This design comes from an exercise in tuning for small area, a short achievable clock period and few clock cycles per item on the open sky130 flow, not from production work.
Function was checked by simulation only, so behaviour that the tests miss may differ from the original.

==> flow/design.v, too long to show whole: its modules and the start of the top module <==
// module mont_mul: 2263 lines
module mont_mul (
    input  wire         clk,
    input  wire         rst,
    input  wire         start,
    input  wire [1:0]   op,
    input  wire [259:0] a,
    input  wire [259:0] b,
    output wire         ready,
    output reg          done,
    output wire [259:0] result
);
  // ...
==> flow/flow/run.sh <==
#!/bin/bash
# Own layout flow: the standard flow, with two changes between synthesis
# and floorplan:
#  1. flow/polarity.py removes the inverters that Yosys' full-adder extraction
#     leaves between full adders (each full adder is built in the polarity
#     that needs no inverter; the netlist's registers are not touched);
#  2. ports are buffered with buf_1 cells instead of the default delay cell.
# Each tool's output goes to a log file of its own in this folder.
set -euo pipefail
R=orfs/results/${FLOW_PLATFORM}/mont_mul/base
LIB=${FLOW_HOME}/platforms/${FLOW_PLATFORM}/lib/sky130_fd_sc_hd__tt_025C_1v80.lib

bash standard.sh synth > synth.log 2>&1
cp ${R}/1_2_yosys.v ${R}/1_2_yosys_std.v
python3 flow/polarity.py ${R}/1_2_yosys_std.v ${R}/1_2_yosys.v ${LIB} > polarity.log 2>&1
rm -f ${R}/1_synth.odb
BUFFER_PORTS_ARGS="-buffer_cell sky130_fd_sc_hd__buf_1" bash standard.sh finish > layout.log 2>&1
==> flow/flow/polarity.py <==
#!/usr/bin/env python3
"""Removes inverters between full adders of a synthesized netlist.

A full adder is self-dual: FA(~a, ~b, ~c) = (~s, ~co). Every full adder may
therefore be built in either polarity. This pass drops all inverters, picks
a polarity per full adder by local search so that as few nets as possible
are needed in both polarities, and adds one inverter per net that still is.
Registers and all other cells are kept as they are.

usage: polarity.py IN.v OUT.v LIBERTY
"""
import re, sys, collections

src, dst, lib = sys.argv[1], sys.argv[2], sys.argv[3]
text = open(src).read()

# output pins of each library cell
outpins = collections.defaultdict(set)
cell_area = {}
lt = open(lib).read()
for m in re.finditer(r'\bcell\s*\(\s*"?(\w+)"?\s*\)\s*\{', lt):
    start = m.end(); depth = 1; i = start
    while depth and i < len(lt):
        if lt[i] == '{': depth += 1
        elif lt[i] == '}': depth -= 1
        i += 1
    body = lt[start:i]
    am = re.search(r'\barea\s*:\s*([\d.]+)', body)
    if am: cell_area[m.group(1)] = float(am.group(1))
    for pm in re.finditer(r'\bpin\s*\(\s*"?(\w+)"?\s*\)\s*\{([^{}]*)', body):
        if re.search(r'direction\s*:\s*"?output', pm.group(2)):
            outpins[m.group(1)].add(pm.group(1))

mod_start = text.index('module ')
mod_end = text.rindex('endmodule')
body = text[mod_start:mod_end]
cell_re = re.compile(r'(?:\(\*[^*]*\*\)\s*)*\b(sky130_fd_sc_hd__\w+)\s+(\S+)\s*\((.*?)\);', re.S)
pin_re = re.compile(r'\.(\w+)\(\s*((?:[^()]|\([^()]*\))*?)\s*\)')

cells = []
spans = []
for m in cell_re.finditer(body):
    typ, name, pins = m.group(1), m.group(2), m.group(3)
    pl = [(p, n.strip()) for p, n in pin_re.findall(pins)]
    cells.append([typ, name, pl])
    spans.append((m.start(), m.end()))
assert not re.search(r'^\s*assign\b', body, re.M), 'assign statements not handled'

n_ha = 0

def is_inv(t): return re.match(r'sky130_fd_sc_hd__(clk)?inv_\d+$', t) is not None
def is_fa(t): return re.match(r'sky130_fd_sc_hd__fa_\d+$', t) is not None

driver = {}
loads = collections.defaultdict(list)
for ci, (t, n, pl) in enumerate(cells):
    for p, net in pl:
        if p in outpins[t]:
            assert net not in driver, net
            driver[net] = (ci, p)
        else:
            loads[net].append((ci, p))

# output ports
hdr = body[:body.index(');') + 2]
ports_out = set()
for m in re.finditer(r'^\s*output\s+(\[(\d+):(\d+)\]\s*)?(\w+)\s*;', body, re.M):
    if m.group(1):
        hi, lo = int(m.group(2)), int(m.group(3))
        for k in range(min(hi, lo), max(hi, lo) + 1): ports_out.add('%s[%d]' % (m.group(4), k))
    else:
        ports_out.add(m.group(4))

root_memo = {}
def root(net):
    if net in root_memo: return root_memo[net]
    d = driver.get(net)
    if d and is_inv(cells[d[0]][0]):
        inp = dict(cells[d[0]][2])['A']
        r, par = root(inp)
        res = (r, par ^ 1)
    else:
        res = (net, 0)
    root_memo[net] = res
    return res

fa_ids = [ci for ci, c in enumerate(cells) if is_fa(c[0])]
x = {ci: 0 for ci in fa_ids}
# gates whose output may be complemented by swapping to the complementary cell
PAIRS = [('and2', 'nand2'), ('or2', 'nor2'), ('and3', 'nand3'), ('or3', 'nor3'), ('and4', 'nand4'),
         ('or4', 'nor4'), ('a21o', 'a21oi'), ('o21a', 'o21ai'), ('a22o', 'a22oi'), ('o22a', 'o22ai'),
         ('a211o', 'a211oi'), ('o211a', 'o211ai'), ('a31o', 'a31oi'), ('o31a', 'o31ai'), ('a32o', 'a32oi'),
         ('o32a', 'o32ai'), ('a221o', 'a221oi'), ('o221a', 'o221ai'), ('xor2', 'xnor2'), ('xor3', 'xnor3'),
         ('mux2', 'mux2i'), ('or2b', 'nor2b'), ('and2b', 'nand2b'), ('a21bo', 'a21boi'), ('o21ba', 'o21bai'),
         ('a2bb2o', 'a2bb2oi'), ('o2bb2a', 'o2bb2ai'), ('a311o', 'a311oi'), ('o311a', 'o311ai'),
         ('a41o', 'a41oi'), ('o41a', 'o41ai'), ('a2111o', 'a2111oi'), ('o2111a', 'o2111ai')]
comp = {}
for p, q in PAIRS: comp[p] = q; comp[q] = p
area = dict(cell_area)
def comp_cell(t):
    m = re.match(r'sky130_fd_sc_hd__(\w+?)_(\d+)$', t)
    if not m or m.group(1) not in comp: return None
    c = comp[m.group(1)]
    for d in (m.group(2), '1', '2', '0', '4'):
        nm = 'sky130_fd_sc_hd__%s_%s' % (c, d)
        if nm in area and nm in outpins: return nm
    return None
gate_flip = {}
for ci, c in enumerate(cells):
    if is_fa(c[0]) or is_inv(c[0]): continue
    cc = comp_cell(c[0])
    if cc and len(outpins[c[0]]) == 1 and len(outpins[cc]) == 1:
        gate_flip[ci] = (cc, area[cc] - area[c[0]])
        x[ci] = 0
# demands: list of (root, base_par, fa_ci or None)
dem = collections.defaultdict(list)   # root -> list of (par, fa or None)
fa_in = collections.defaultdict(list) # fa -> roots it reads
for ci, (t, n, pl) in enumerate(cells):
    if is_inv(t): continue
    for p, net in pl:
        if p in outpins[t]: continue
        r, par = root(net)
        f = ci if is_fa(t) else None
        dem[r].append((par, f))
        if f is not None: fa_in[f].append(r)
for o in ports_out:
    if o in driver or o in root_memo or True:
        r, par = root(o)
        if (r, par) != (o, 0):
            dem[r].append((par, None))
# availability: root driven by a full adder output
src_fa = {}
for ci in fa_ids + list(gate_flip):
    for p, net in cells[ci][2]:
        if p in outpins[cells[ci][0]]:
            src_fa[net] = ci

def avail(r): return x[src_fa[r]] if r in src_fa else 0
def need(r):
    a = avail(r)
    for par, f in dem[r]:
        w = par ^ (x[f] if f is not None else 0)
        if w != a: return 1
    return 0

def affected(ci):
    s = set(fa_in[ci]) if ci in fa_in else set()
    for p, net in cells[ci][2]:
        if p in outpins[cells[ci][0]]: s.add(net)
    return s

INV = 3.75
def gcost(ci): return gate_flip[ci][1] if (ci in gate_flip and x[ci]) else 0.0
n_inv0 = sum(1 for c in cells if is_inv(c[0]))
cost0 = sum(need(r) for r in list(dem))
# exact start: parity union-find over net connections between flippable cells
flippable = set(fa_ids) | set(gate_flip)
parent = {ci: ci for ci in flippable}; rel = {ci: 0 for ci in flippable}
def find(a):
    if parent[a] == a: return a, 0
    r, p = find(parent[a]); parent[a] = r; rel[a] ^= p; return r, rel[a]
import sys as _s; _s.setrecursionlimit(100000)
bad = 0
for r in dem:
    if r not in src_fa: continue
    g = src_fa[r]
    for par, f in dem[r]:
        if f is None: continue
        # want: x[g] == par ^ x[f]
        ra, pa = find(g); rb, pb = find(f)
        if ra == rb:
            if (pa ^ pb) != par: bad += 1
        else:
            parent[rb] = ra; rel[rb] = pa ^ pb ^ par
for ci in flippable:
    r, p = find(ci); x[ci] = p
comps = collections.defaultdict(list)
for ci in flippable: comps[find(ci)[0]].append(ci)
def total():
    return INV * sum(need(r) for r in dem) + sum(gcost(ci) for ci in gate_flip)
for rt, members in comps.items():
    rs = set()
    for ci in members: rs |= affected(ci)
    c0 = INV * sum(need(r) for r in rs) + sum(gcost(ci) for ci in members)
    for ci in members: x[ci] ^= 1
    c1 = INV * sum(need(r) for r in rs) + sum(gcost(ci) for ci in members)
    if c1 >= c0:
        for ci in members: x[ci] ^= 1
sys.stderr.write('parity conflicts %d, components %d\n' % (bad, len(comps)))
changed = True; rounds = 0
while changed and rounds < 50:
    changed = False; rounds += 1
    for ci in fa_ids + list(gate_flip):
        rs = affected(ci)
        before = INV * sum(need(r) for r in rs) + gcost(ci)
        x[ci] ^= 1
        after = INV * sum(need(r) for r in rs) + gcost(ci)
        if after < before - 1e-9: changed = True
        else: x[ci] ^= 1
cost1 = sum(need(r) for r in list(dem))

# rebuild
newnet = {}
k = 0
new_inv = []
def phys(r, w):
    global k
    if w == avail(r): return r
    if r not in newnet:
        nm = '_pol%d_' % len(newnet)
        newnet[r] = nm
        new_inv.append((r, nm))
    return newnet[r]

out_cells = []
for ci, (t, n, pl) in enumerate(cells):
    if is_inv(t): continue
    conns = []
    t0 = t
    if ci in gate_flip and x[ci]:
        t = gate_flip[ci][0]
    for p, net in pl:
        if p in outpins[t0]:
            conns.append((list(outpins[t])[0] if ci in gate_flip and x[ci] else p, net))
        else:
            r, par = root(net)
            w = par ^ (x[ci] if is_fa(t) else 0)
            conns.append((p, phys(r, w)))
    out_cells.append((t, n, conns))
# output ports driven through inverters: drive them directly
extra = []
for o in sorted(ports_out):
    r, par = root(o)
    if (r, par) != (o, 0):
        extra.append(('sky130_fd_sc_hd__buf_1' if par == 0 else None, o, r, par))
for (r, nm) in new_inv:
    out_cells.append(('sky130_fd_sc_hd__inv_1', '_polinv%s' % nm[4:], [('A', r), ('Y', nm)]))
for t, o, r, par in extra:
    if par == 0:
        out_cells.append(('sky130_fd_sc_hd__buf_1', '_polbuf_%d' % len(out_cells), [('A', r), ('X', o)]))
    else:
        out_cells.append(('sky130_fd_sc_hd__inv_1', '_polpo_%d' % len(out_cells), [('A', phys(r, avail(r))), ('Y', o)]))

# declarations: keep everything before the first cell, add new wires
first = spans[0][0] if spans else len(body)
decl = body[:first]
rest_nonc = []
last = first
for (a, b) in spans:
    chunk = body[last:a]
    if chunk.strip(): rest_nonc.append(chunk)
    last = b
tail = body[last:]
out = [text[:mod_start], decl]
for r, nm in new_inv:
    out.append('  wire %s;\n' % nm)
for t, n, conns in out_cells:
    out.append('  %s %s (\n%s\n  );\n' % (t, n, ',\n'.join('    .%s(%s%s)' % (p, net, ' ' if net.startswith('\\') else '') for p, net in conns)))
for ch in rest_nonc:
    if re.search(r'\b(sky130_fd_sc_hd__)', ch): raise SystemExit('unparsed cell text')
    out.append(ch)
out.append(tail)
out.append(text[mod_end:])
open(dst, 'w').write(''.join(out))
sys.stderr.write('polarity: %d gates swapped; ' % sum(1 for ci in gate_flip if x[ci]) + 'polarity: %d full adders, %d flipped, inverters %d -> %d (nets needing both polarities %d -> %d), %d rounds\n'
                 % (len(fa_ids), sum(x[ci] for ci in fa_ids), n_inv0, len(new_inv) + sum(1 for e in extra if e[3]), cost0, cost1, rounds))
==> flow/standard.sh <==
#!/bin/bash
# synth_recipe.tcl (not shown) runs the flow's synth.tcl, then flattens the netlist and writes it again
# the make line also repeats each setting of config.mk as NAME=value (left out here)
make -C /OpenROAD-flow-scripts/flow DESIGN_CONFIG=/design/flow/config.mk WORK_HOME=/design/flow/orfs CLKGATE_MAP_FILE= SYNTH_SCRIPT=/design/flow/synth_recipe.tcl "${@:-finish}"
==> flow/config.mk <==
export PLATFORM = sky130hd
export DESIGN_NAME = mont_mul
export DESIGN_NICKNAME = mont_mul
export VERILOG_FILES = /design/flow/design.v
export SDC_FILE = /design/flow/constraint.sdc
export NUM_CORES = 4
export LEC_CHECK = 0
export CAP_MARGIN = 20
export CORE_MARGIN = 2
export CORE_UTILIZATION = 40
export SETUP_SLACK_MARGIN = 5
export SLEW_MARGIN = 20
==> flow/constraint.sdc <==
create_clock -name core_clock -period 9.0 [get_ports {clk}]
set_input_delay 1.8000 -clock core_clock [delete_from_list [all_inputs] [get_ports {clk}]]
set_output_delay 1.8000 -clock core_clock [all_outputs]
set_load 0.01 [all_outputs]
==> metrics.md, run 1 <==
| Metric | Value |
|---|---|
| Worst clock skew | between 40 and 50 ps |
| Number of diodes | 17 |
| Period utilization | ~45% |
| CP top delay family | simple AND/OR/NAND/NOR gates |
| Setup slack after placement | around 3600 ps |
| Critical Path RT | slightly below 10000 ps |
| Critical path's largest stage delay | roughly 700 ps |
| Most common cell after layout, fill and taps aside | nand2_1 |
| Hold buffers post-CTS | 0 |
| WHS Endpoint | A[260] |
| Met3 WL | ~25 mm |
| Util after Layout | 45.38% |
| Worst-skew pair later-pin latency | slightly above 800 ps |
| FMAX | approximately 250 MHz |
| Max Cap Violations | 0 |
| Total core area | about 0.20 mm² |
| Postcts setup bufs | 53 |
| Number of vias per cell | 5.791 |
| Setup TNS | 0 ps |
| # IOs | a little under 800 |
| Nature of the critical path startpoint | flop |
| IO Port Bufs | approximately 790 |
| Cells after Synth | 7862 |
| Detailed Place HPWL | approximately 250 mm |
| WHS Path Cells | 2 |
| Critical path's most frequent cell | nor4_1 |
| Slowest cell on the critical path | nor4_1 |
| Worst Slack Setup Final | ~5000 ps |
| Cells along the critical path | buf_4 > nor4_1 > nand4_1 > nor4_4 > nand2_1 > nand3b_1 > o31ai_1 > or2b_4 > inv_1 > and2_0 > nor4_1 |
| Crit path max fanout | 7 |
| Initial antenna violation count | 29 |
| R2R cell count | 11 |
| Unrepaired setup endpoints after global routing | true |
| Status | finished clean |
| Nets | slightly below 10000 |
| # DRC | 0 |
| Critical path destination | cnt[6] |
Testbench counts, summed over its fixed seeds: cycles 38,042, items 384.
==> run 2: changes to the inputs <==
--- a/flow/design.v
+++ b/flow/design.v
@@ -2159,34 +2159,21 @@
             assign bcar[g+1] = t[8];
         end
     endgenerate
     assign bcar[0] = 1'b0;
     assign bsum[260:256] = RS[260:256] + {RC[260:257], RC[256] | CR[32]};
     wire z  = ~|RC & ~|CR;
     wire zn = z | ~|bcar;
     wire ge = (|RS[260:253]) | (RS[252] & ((|RS[251:125]) | (RS[124:0] >= LC)));
-    wire rc0   = ~|RC;
-    wire top   = |bsum[260:253];
-    wire mid   = (|bsum[127:125]) | (|bsum[251:248]) | (|CR[30:16]);
-    wire [14:0] blk_nz;
-    generate
-        for (g = 16; g < 31; g = g + 1) begin : mz
-            assign blk_nz[g-16] = |RS[8*g +: 8];
-        end
-    endgenerate
-    wire midrs = |blk_nz;
-    wire lt_now = ~top & ~bsum[252];                     
-    wire ge_now = top | (bsum[252] & (mid | midrs));      
-    wire quick  = ~run & zn & rc0 & ~negl & active & ~p1 & ~settled;
     wire p1_edge  = ~run & zn & active & p1;
     wire zr       = ~run & settled & ~negl;
-    wire fin_edge = (zr & active & ~p1 & (sub | ~ge)) | (quick & (sub | lt_now));
-    wire neg_load = (zr & active & ~p1 & ~sub & ge) | (quick & ~sub & ge_now);
-    wire go       = (fin_edge | (~run & ~active & zn)) & pend;    
+    wire fin_edge = zr & active & ~p1 & (sub | ~ge);
+    wire neg_load = zr & active & ~p1 & ~sub & ge;
+    wire go       = ((zr & (fin_edge | ~active)) | (~run & ~active & zn)) & pend;    
     wire cvp1 = ~run & active & p1;
     wire [260:0] A_d = ready_r ? {1'b0, a} :
                        cvp1    ? bsum :
                        run     ? {4'd0, A[260:4]} : A;
     wire         xp_d = run & A[3];
     wire [3:0]   dd = A_d[3:0];
     wire [5:0]   bc_d = {(dd[3] & ~dd[2] & ~dd[1]) | (~dd[3] & dd[2] & dd[1]), dd[2] ^ dd[1], dd[3],
                          (dd[1] & ~dd[0] & ~xp_d) | (~dd[1] & dd[0] & xp_d), dd[0] ^ xp_d, dd[1]};
==> flow/config.mk (replaced) <==
export PLATFORM = sky130hd
export DESIGN_NAME = mont_mul
export DESIGN_NICKNAME = mont_mul
export VERILOG_FILES = /design/flow/design.v
export SDC_FILE = /design/flow/constraint.sdc
export NUM_CORES = 4
export LEC_CHECK = 0
export ABC_AREA = 1
export CAP_MARGIN = 20
export CORE_MARGIN = 2
export CORE_UTILIZATION = 40
export SETUP_SLACK_MARGIN = 5
export SLEW_MARGIN = 20
==> run 2 against run 1 <==
Compared with the run above: still clean on timing, DRC and antenna; die area up 0.33%; utilization is 1.0 points lower; first-iteration DRC count fell by 1.9%; sequential cell count unchanged; synthesized cell count is 13% higher; clock skew is 12 ps lower; synthesized area rose by 0.33%; global-route usage decreased by 0.59 points; critical endpoint is now RS[55]; largest cell class unchanged.
==> metrics.md, run 2 <==
| Metric | Value |
|---|---|
| Arrival @ worst endpoint | 4640 ps (was 4660 ps) |
| Die X | 454.0 µm (was 453.3 µm) |
| Slew headroom | 14.88% (was 24.91%) |
| Critical path's largest stage delay | 730 ps (was 700 ps) |
| Post-synthesis area per instance | 9.085 µm² (was 10.27 µm²) |
| Actual slew at the worst max-slew pin | 1277 ps (was 1118 ps) |
| Unrepaired setup endpoints after global routing | true (unchanged) |
| Routed len/inst | 26.75 µm (was 29.75 µm) |
| First drt pass iteration count | 6 (unchanged) |
| CP top delay family | buffers and inverters (was simple AND/OR/NAND/NOR gates) |
| Syn Nets | 10540 (was 9487) |
| Post-Layout Inst Area | 0.08942 mm² (was 0.09088 mm²) |
| Clock Sinks | 1106 (unchanged) |
| IO Port Bufs | 786 (unchanged) |
| Worst-skew pair later-pin latency | 830 ps (about the same) |
| Setup Viol. Count Final | 0 (unchanged) |
| Cell Area, Synth | 0.08102 mm² (was 0.08075 mm²) |
| Number of vias per cell | 5.559 (was 5.791) |
| CTS tree | yes (unchanged) |
| Crit path max fanout | 108 (was 7) |
| Share of layout cells above drive strength 1 | 4.678% (was 10.61%) |
| Most common cell after layout, fill and taps aside | nand2_1 (unchanged) |
| Clock Path Buffers | 3 (unchanged) |
| Initial antenna violation count | 18 (was 29) |
| FMAX | 251.8 MHz (was 248.3 MHz) |
| Period utilization | 44.12% (was 44.75%) |
| Clock slew at reported path FFs | 60 ps (about the same) |
| Via count | 66750 (was 63800) |
| Largest regs | RS: 265 flops, RC: 264 flops, B: 260 flops (unchanged) |
| H-Tree Level Count | 4 (unchanged) |
| Syn. warnings | 1 (unchanged) |
| Die height | 454.0 µm (was 453.3 µm) |
| Post-route ant nets | 0 (unchanged) |
| Multi-input combinational cell area | 0.04738 mm² (was 0.05030 mm²) |
| Vias in the first global route | 67020 (was 64200) |
| CP bufs+invs | 2 (unchanged) |
| Filler cells | 19760 (was 19160) |
| Cells after Synth | 8918 (was 7862) |
| Cell row count | 165 (was 164) |
| Area occupied by registers | 0.02738 mm² (was 0.02749 mm²) |
| Final worst path period need | 3971 ps (was 4027 ps) |
| Placed Area | 0.08421 mm² (was 0.08432 mm²) |
| Starting DRC count in detailed routing | 6430 (was 6556) |
| Crit Path Class | flop to flop (unchanged) |
| Worst hold path class | flop to flop (unchanged) |
| Setup TNS | 0 ps (unchanged) |
| Most frequent cells in the layout | nand2_1, buf_1, inv_1 (was nand2_1, buf_1, fa_1) |
| GR Overflow Total | 0 (unchanged) |
| Final WL | 321.2 mm (was 327.7 mm) |
| Area grow syn2layout | 10.38% (was 12.54%) |
| Detailed Place HPWL | 242.1 mm (was 250.7 mm) |
| Final Max Slew Viols | 0 (unchanged) |
| Nature of the critical path startpoint | flop (unchanged) |
| Nets | 10830 (was 9851) |
| First-pass GRT wire length | 462.0 mm (was 463.2 mm) |
| Register name with the most flops | RS (unchanged) |
| # IOs | 787 (unchanged) |
| CTS buffer count | 139 (unchanged) |
| Max Cap Violations | 0 (unchanged) |
| Largest register FFs | 265 (unchanged) |
| Worst clock skew | 36.87 ps (was 48.86 ps) |
| Root Buffer | clkbuf_16 (unchanged) |
| Largest net degree at the start of global routing | 161 (was 186) |
| Total core area | 0.2017 mm² (was 0.2003 mm²) |
| CP endpoint kind | flop (unchanged) |
| Hold buffers post-CTS | 0 (unchanged) |
| Global placer's final weighted congestion | 0.9442 (was 0.9871) |
| Slowest cell on the critical path | buf_6 (was nor4_1) |
| # DRC | 0 (unchanged) |
| Status | finished clean (unchanged) |
| Critical Path RT | 9670 ps (was 9640 ps) |
| Hold Slack | 516.4 ps (was 456.6 ps) |
| Die area | 0.2062 mm² (was 0.2055 mm²) |
| Initial Util | 40.17% (was 40.32%) |
| Final Hold Viols | 0 (unchanged) |
| Cells along the critical path | inv_8 > buf_6 > o22ai_1 > xnor2_1 > fa_1 > fa_1 > nor2_1 > nor2_1 (was buf_4 > nor4_1 > nand4_1 > nor4_4 > nand2_1 > nand3b_1 > o31ai_1 > or2b_4 > inv_1 > and2_0 > nor4_1) |
| GRT Util Overall | 30.62% (was 31.21%) |
## run 2: area by class of cell
| type | count | area share (%) |
|---|---|---|
| Clock inverter | 77 | 0.9459 |
| Sequential cell | 1106 | 30.61 |
| Timing Repair inverter | 2 | 0.01399 |
| Antenna cell | 15 | 0.04198 |
| Inverter | 707 | 3.057 |
| Tap cell | 2672 | 3.739 |
| Timing Repair Buffer | 865 | 4.170 |
| Clock buffer | 182 | 4.434 |
| Multi-Input combinational cell | 6381 | 52.99 |
## run 2: what timing repair did
item	in CTS	in global routing
gates cloned	3	2
gates resized for setup	29	30
endpoints found under the setup margin	251	154
setup buffers	10	5
## run 2: worst paths after layout
| path | from | end | slack, ps | depth (start not counted) |
|---|---|---|---|---|
| hold / removal | pend | pend | 520 | 2 |
| setup reg to reg | bc[5] | RS[55] | 5030 | 8 |
| hold reg to reg | pend | pend | 520 | 2 |
| setup / recovery | bc[5] | RS[55] | 5030 | 8 |
## run 2: layer usage
metal  part of all wire, %  global-route usage [%]
met3                   8.0                   6.222
met4                   7.1                   18.96
met1                    40                   39.55
met5                 0.017                       0
met2                    45                   47.04
## run 2: worst reg2reg max path, stage by stage, from the launching register on
cell     delay [ps]
dfxtp_1         430
inv_8           550
buf_6           870
o22ai_1         290
xnor2_1         300
fa_1            500
fa_1            510
nor2_1          290
nor2_1           80
## run 2: through the flow
stage                     util (%)  setup WS, ps  cells
after global placement       41.75          3902  11710
after global routing         44.33          5001  12000
after floorplan                  -          5507   8918
after detailed placement     41.75          3951  11710
after CTS                    44.23          5000  11990
final                        44.33          5029  12010
Testbench counts of run 2, summed over its fixed seeds: cycles 38,428, items 384.
==> run 3: changes to the inputs <==
--- a/flow/config.mk
+++ b/flow/config.mk
@@ -8,3 +8,3 @@
 export ABC_AREA = 1
-export CAP_MARGIN = 20
+export CAP_MARGIN = 10
 export CORE_MARGIN = 2
@@ -12,2 +12,2 @@
 export SETUP_SLACK_MARGIN = 5
-export SLEW_MARGIN = 20
+export SLEW_MARGIN = 10
==> run 3 against run 2 <==
Compared with the run above: still clean; clock skew is 1.9 ps lower; critical path depth stayed put; worst setup slack better by 11 ps; fmax is 0.29% higher; via count is 0.15% lower; highest routed layer unchanged.
==> metrics.md, run 3 <==
| Metric | Value |
|---|---|
| Worst hold path class | flop to flop (unchanged) |
| Largest regs | RS: 265 flops, RC: 264 flops, B: 260 flops (unchanged) |
| Share of layout cells above drive strength 1 | 4.549% (was 4.678%) |
| Crit Path Class | flop to flop (unchanged) |
| Setup Viol. Count Final | 0 (unchanged) |
| Cell Area, Synth | 0.08102 mm² (unchanged) |
| Period utilization | 43.99% (was 44.12%) |
| Via count | 66650 (was 66750) |
| First-pass GRT wire length | 460.6 mm (was 462.0 mm) |
| Arrival @ worst endpoint | 4650 ps (was 4640 ps) |
| Setup TNS | 0 ps (unchanged) |
| CTS tree | yes (unchanged) |
| Max Cap Violations | 0 (unchanged) |
| Die area | 0.2062 mm² (unchanged) |
| Crit path max fanout | 108 (unchanged) |
| CP endpoint kind | flop (unchanged) |
| Die height | 454.0 µm (unchanged) |
| Cell row count | 165 (unchanged) |
| Post-synthesis area per instance | 9.085 µm² (unchanged) |
| Post-route ant nets | 0 (unchanged) |
| Post-Layout Inst Area | 0.08932 mm² (was 0.08942 mm²) |
| Starting DRC count in detailed routing | 6306 (was 6430) |
| Nature of the critical path startpoint | flop (unchanged) |
| Routed len/inst | 26.75 µm (about the same) |
| Clock Sinks | 1106 (unchanged) |
| Syn Nets | 10540 (unchanged) |
| Critical Path RT | 9700 ps (was 9670 ps) |
| Final Max Slew Viols | 0 (unchanged) |
| FMAX | 252.6 MHz (was 251.8 MHz) |
| Placed Area | 0.08420 mm² (was 0.08421 mm²) |
| Worst-skew pair later-pin latency | 840 ps (was 830 ps) |
| Final worst path period need | 3959 ps (was 3971 ps) |
| Syn. warnings | 1 (unchanged) |
| # DRC | 0 (unchanged) |
| First drt pass iteration count | 8 (was 6) |
| Nets | 10830 (about the same) |
| Worst clock skew | 34.96 ps (was 36.87 ps) |
| Most common cell after layout, fill and taps aside | nand2_1 (unchanged) |
| Initial antenna violation count | 19 (was 18) |
| Slew headroom | 22.59% (was 14.88%) |
| Actual slew at the worst max-slew pin | 1161 ps (was 1277 ps) |
| Vias in the first global route | 67020 (about the same) |
| Die X | 454.0 µm (unchanged) |
| GR Overflow Total | 0 (unchanged) |
| Util after Layout | 44.29% (was 44.33%) |
| Final WL | 321.1 mm (was 321.2 mm) |
| IO Port Bufs | 786 (unchanged) |
| Total core area | 0.2017 mm² (unchanged) |
| Clock Path Buffers | 3 (unchanged) |
| Detailed Place HPWL | 242.0 mm (was 242.1 mm) |
| Register name with the most flops | RS (unchanged) |
| Largest net degree at the start of global routing | 161 (unchanged) |
| CTS buffer count | 140 (was 139) |
| Clock slew at reported path FFs | 60 ps (about the same) |
| Root Buffer | clkbuf_16 (unchanged) |
| Area grow syn2layout | 10.25% (was 10.38%) |
| Global placer's final weighted congestion | 0.9442 (unchanged) |
| Cells after Synth | 8918 (unchanged) |
| Largest register FFs | 265 (unchanged) |
| Unrepaired setup endpoints after global routing | false (was true) |
| Number of vias per cell | 5.551 (was 5.559) |
| Initial Util | 40.17% (unchanged) |
| GRT Util Overall | 30.55% (was 30.62%) |
| Hold Slack | 516.9 ps (was 516.4 ps) |
| # IOs | 787 (unchanged) |
| Status | finished clean (unchanged) |
| Most frequent cells in the layout | nand2_1, buf_1, inv_1 (unchanged) |
| H-Tree Level Count | 4 (unchanged) |
| Final Hold Viols | 0 (unchanged) |
[run 3: critical path, stage by stage, from the launching register on]
cell,delay (ps)
dfxtp_1,440
inv_8,560
buf_6,740
o22ai_1,260
xnor2_1,280
fa_1,500
fa_1,510
nor2_1,280
nor2_1,80
[run 3: path summary, 6_finish.rpt]
path | to | start | slack (ps) | cells after the start
min | pend | pend | 520 | 2
max | RS[55] | bc[5] | 5040 | 8
min reg2reg | pend | pend | 520 | 2
max reg2reg | RS[55] | bc[5] | 5040 | 8
[run 3: metal layers]
layer | track usage, % | wire length (µm) | vias to the layer above
li1 | - | - | 29820
met1 | 39.05 | 127800 | 32980
met2 | 46.07 | 140900 | 3103
met3 | 6.837 | 27440 | 739
met4 | 20.83 | 24950 | 10
met5 | 0 | 69 | -
[run 3: layout make-up]
cell class | instances | area (µm²)
fill | 19780 | 112400
multi-input combinational | 6381 | 47370
sequential | 1106 | 27380
clock buffer | 195 | 4039
timing repair buffer | 865 | 3746
tap | 2672 | 3343
inverter | 707 | 2735
clock inverter | 64 | 664.4
antenna | 15 | 37.54
timing repair inverter | 2 | 12.51
[run 3: per-stage QoR]
step	std cells	setup WS, ps
finish	12010	5041
global route	12000	5000
CTS	11990	4999
detailed placement	11710	3972
global placement	11710	3902
floorplan	8918	5507
[run 3: what timing repair did]
item                                    in CTS  in global routing
endpoints found under the setup margin     252                212
gates resized for setup                     25                 34
cloned                                       3                  2
hold buffers                                 0                  0
setup buffers                               11                  4
pin swaps                                    0                  0

what the ideal ports hide:
The results above use ideal ports. As a check the final layouts listed here were re-extracted and re-timed, cells and wires unchanged.
Step 1: set_driving_cell puts a clkbuf_16 on clk and a buf_2 on each other input, an assumption about the parent block.
Step 2 moves the port delays by t, midway between the first and last clock arrival at a register: inputs arrive t later, outputs are due t later. That takes back most of the time a late clock gives input paths.
a / b / c = ideal / step 1 / step 2; a / b = the first two.
| run | t (ns) | setup WS [ns] | worst slew at a driven data input, ns |
|---|---|---|---|
| run 1 | 0.901 | 4.973 / 4.972 / 4.972 | 0.24 |
| run 2 | 0.893 | 5.029 / 5.029 / 5.029 | 0.20 |
| run 3 | 0.905 | 5.041 / 5.041 / 5.041 | 0.20 |
After both steps every run listed still meets setup and hold. The setup slack of run 1, which loses most, moves by -0.001 ns with the drivers and by -0.001 ns with both steps.
